This design comes from an exercise in tuning for small area, a short achievable clock period and few clock cycles per item on the open sky130 flow, not from production work.
At most, simulation tests tie the RTL to the original design; equivalence was not proved.

## cvdsp_noise
module cvdsp_noise (
    input  wire        clk,
    input  wire        rst,           
    input  wire        start,
    input  wire [1:0]  op,
    input  wire        clk_flag,      
    input  wire        hold_flag,     
    input  wire [2:0]  scale_sel,     
    input  wire [31:0] now,           
    input  wire [7:0]  pot_a,         
    input  wire [7:0]  pot_b,         
    input  wire [7:0]  pot3,          
    input  wire [15:0] raw_a,         
    input  wire [15:0] raw_b,         
    input  wire [31:0] arg,           
    input  wire [31:0] cfg_tmin,      
    input  wire [31:0] cfg_tmax,      
    input  wire [15:0] cfg_ext_thresh,  
    input  wire [31:0] cfg_pulse_us,  
    output wire        done,
    output wire  [13:0] quant_mv,      
    output wire         pulse,         
    output wire  [1:0]  fired,         
    output wire  [31:0] seed,          
    output wire  [13:0] cur_a,         
    output wire  [13:0] cur_b,         
    output wire  [31:0] last_a,        
    output wire  [31:0] last_b,        
    output wire  [2:0]  scale,         
    output wire         armed,         
    output wire  [31:0] pulse_until    
);
Size in the first run: about 260 flip-flops, roughly 420 I/O pins.
clock: 22.0 ns
lec_check: 0
abc_area: 1
cap_margin: 20
core_margin: 2
core_utilization: 40
place_density: 0.6
slew_margin: 20
standard.sh (not shown) runs the stock make flow with config.mk's settings and CLKGATE_MAP_FILE= SYNTH_SCRIPT=/design/flow/synth_recipe.tcl, a recipe that flattens the netlist after the stock synthesis.
==> flow/flow/run.sh <==
#!/bin/bash
# The standard layout, with plain buffers (sky130_fd_sc_hd__buf_2) on the
# ports instead of buffer_ports's default choice, and timing repair asked for
# 9 ns of setup slack at the design's clock period.
# The make output goes to layout.log here; ORFS's per-step logs stay under orfs/logs.
set -euo pipefail
export BUFFER_PORTS_ARGS="-buffer_cell sky130_fd_sc_hd__buf_2"
export SETUP_SLACK_MARGIN=9
bash standard.sh > layout.log 2>&1
The first run completed with no timing, DRC or antenna violations.
Testbench counts at the start, summed over its fixed seeds: cycles 12,000, commands 12,000.
Change:
--- a/flow/design.v
+++ b/flow/design.v
@@ -2236,23 +2236,23 @@
     wire [11:0] r1 = n2 ? x3[11:0] : n1 ? x2[11:0] : x1[11:0];
     wire [11:0] r2 = n2 ? x4[11:0] : n1 ? x3[11:0] : x2[11:0];
     wire [31:0] last_ra = p1_fa ? p1_now : st_last_a;
     wire [31:0] last_rb = p1_fb ? p1_now : st_last_b;
     wire [26:0] cb_a = {cube_booth_hi(pot_a), cube_booth_lo(pot_a)};
     wire [26:0] cb_b = {cube_booth_hi(pot_b), cube_booth_lo(pot_b)};
     wire [32:0] m_span = {1'b0, cfg_tmin} - {1'b0, cfg_tmax};
     wire [31:0] el_a = now - last_ra;
     wire [31:0] el_b = now - last_rb;
     wire [12:0] w  = win_lut(pot3);
     wire [14:0] w2 = {1'b0, w, 1'b0};
-    wire [12:0] w_lo = wlo_lut(pot3);
+    wire [12:0] w_lo = 13'd5000 - w;
     wire [34:0] fa_mx = {{2{m_span[32]}}, m_span};
     wire fa_one0 = cb_a[0];
     wire fa_two0 = cb_a[1];
     wire fa_neg0 = cb_a[2];
     wire [34:0] fa_pp0 = (({35{fa_one0}} & fa_mx) | ({35{fa_two0}} & {fa_mx[33:0], 1'b0})) ^ {35{fa_neg0}};
     wire [49:0] fa_row0 = {{15{1'b0}}, ~fa_pp0[34], fa_pp0[33:0]} << 0;
     wire fa_one1 = cb_a[3];
     wire fa_two1 = cb_a[4];
     wire fa_neg1 = cb_a[5];
     wire [34:0] fa_pp1 = (({35{fa_one1}} & fa_mx) | ({35{fa_two1}} & {fa_mx[33:0], 1'b0})) ^ {35{fa_neg1}};
     wire [49:0] fa_row1 = {{15{1'b0}}, ~fa_pp1[34], fa_pp1[33:0]} << 2;
After rerunning: The new run produced a clean layout; register-to-register slack gets better by 0.52 ns; clock skew is about the same; first-iteration DRC count falls by 6.7%; fmax is about the same; area after synthesis fell by 1.1%; via count came out lower by 1.6%; die area goes down by 1.1%; design area goes down by 1.7%; utilization came out lower by 0.25 points; wire length grows by 3.6%; hold slack hardly moves.
The RTL of the second run of this note was laid out without a check of its function.

cvdsp_noise, a different RTL version from the one above (not shown whole).
Size in the first run: ~260 flip-flops, roughly 0.081 mm² of cells after synthesis.
==> flow/design.v (excerpt) <==
module cvdsp_noise (
    input  wire        clk,
    input  wire        rst,           
    input  wire        start,
    input  wire [1:0]  op,
    input  wire        clk_flag,      
    input  wire        hold_flag,     
    input  wire [2:0]  scale_sel,     
    input  wire [31:0] now,           
    input  wire [7:0]  pot_a,         
    input  wire [7:0]  pot_b,         
    input  wire [7:0]  pot3,          
    input  wire [15:0] raw_a,         
    input  wire [15:0] raw_b,         
    input  wire [31:0] arg,           
    input  wire [31:0] cfg_tmin,      
    input  wire [31:0] cfg_tmax,      
    input  wire [15:0] cfg_ext_thresh,  
    input  wire [31:0] cfg_pulse_us,  
    output wire        done,
    output wire  [13:0] quant_mv,      
    output wire         pulse,         
    output wire  [1:0]  fired,         
    output wire  [31:0] seed,          
    output wire  [13:0] cur_a,         
    output wire  [13:0] cur_b,         
    output wire  [31:0] last_a,        
    output wire  [31:0] last_b,        
    output wire  [2:0]  scale,         
    output wire         armed,         
    output wire  [31:0] pulse_until    
);
export LEC_CHECK = 0
export ABC_AREA = 1
export CAP_MARGIN = 20
export CORE_MARGIN = 2
export CORE_UTILIZATION = 40
export PLACE_DENSITY = 0.6
export SLEW_MARGIN = 20
create_clock -name core_clock -period 22.0 [get_ports {clk}]
Scripts as last shown in full above: flow/flow/run.sh
Edit:
--- a/flow/design.v
+++ b/flow/design.v
@@ -2236,23 +2236,23 @@
     wire [11:0] r1 = n2 ? x3[11:0] : n1 ? x2[11:0] : x1[11:0];
     wire [11:0] r2 = n2 ? x4[11:0] : n1 ? x3[11:0] : x2[11:0];
     wire [31:0] last_ra = p1_fa ? p1_now : st_last_a;
     wire [31:0] last_rb = p1_fb ? p1_now : st_last_b;
     wire [15:0] c_a = cube_lut(pot_a);
     wire [15:0] c_b = cube_lut(pot_b);
     wire [32:0] m_span = {1'b0, cfg_tmin} - {1'b0, cfg_tmax};
     wire [31:0] el_a = now - last_ra;
     wire [31:0] el_b = now - last_rb;
     wire [12:0] w  = win_lut(pot3);
     wire [14:0] w2 = {1'b0, w, 1'b0};
-    wire [12:0] w_lo = wlo_lut(pot3);
+    wire [12:0] w_lo = 13'd5000 - w;
     wire [34:0] fa_mx = {{2{m_span[32]}}, m_span};
     wire [2:0] fa_t0 = {c_a[1], c_a[0], 1'b0};
     wire fa_one0 = fa_t0[1] ^ fa_t0[0];
     wire fa_two0 = (fa_t0 == 3'b100) || (fa_t0 == 3'b011);
     wire fa_neg0 = fa_t0[2];
     wire [34:0] fa_pp0 = (({35{fa_one0}} & fa_mx) | ({35{fa_two0}} & {fa_mx[33:0], 1'b0})) ^ {35{fa_neg0}};
     wire [49:0] fa_row0 = {{15{1'b0}}, ~fa_pp0[34], fa_pp0[33:0]} << 0;
     wire [2:0] fa_t1 = {c_a[3], c_a[2], c_a[1]};
     wire fa_one1 = fa_t1[1] ^ fa_t1[0];
     wire fa_two1 = (fa_t1 == 3'b100) || (fa_t1 == 3'b011);
     wire fa_neg1 = fa_t1[2];
After rerunning: Global-route usage fell by 0.69 points; design area fell by a few percent; routed wire length fell by a few percent; fmax rose slightly; sequential share of layout area rose by 0.16 points; worst setup slack is better by 230 ps; synthesized cell count fell slightly; hold slack is worse by 10 ps; via count fell slightly; die area fell slightly; core utilization fell by 0.54 points; clock skew rose by 15 ps; register-to-register slack is better by 210 ps.
Testbench counts after the change, summed over its fixed seeds: cycles 12,000, commands 12,000.
No functional check of the RTL was part of the first run of this note.

[afterwards: timing with drivers on the ports]
The results above use ideal ports. As a check the final layouts listed here were re-extracted and re-timed, cells and wires unchanged. Step 1, drivers: a clkbuf_16 drives clk and a buf_2 each remaining input, both assumed. Step 2 also shifts input and output timing later by t, the mid clock arrival at the registers, as if the neighbouring blocks saw the same clock. a / b / c = ideal / step 1 / step 2; a / b = the first two.
run | t (ns) | setup WS [ns] | pins driven straight from the clock port
the first run of note 1 | 0.651 | 9.045 / 9.051 / 8.400 | 1
the second run of note 1 | 0.665 | 9.084 / 9.118 / 8.453 | 1
the first run of note 2 | 0.700 | 8.954 / 8.886 / 8.186 | 1
the second run of note 2 | 0.629 | 9.182 / 9.115 / 8.603 | 1
After both steps every run listed still meets setup and hold. For the first run of note 2, which loses most, drivers alone change the setup slack by -0.068 ns; drivers and shift together by -0.768 ns.
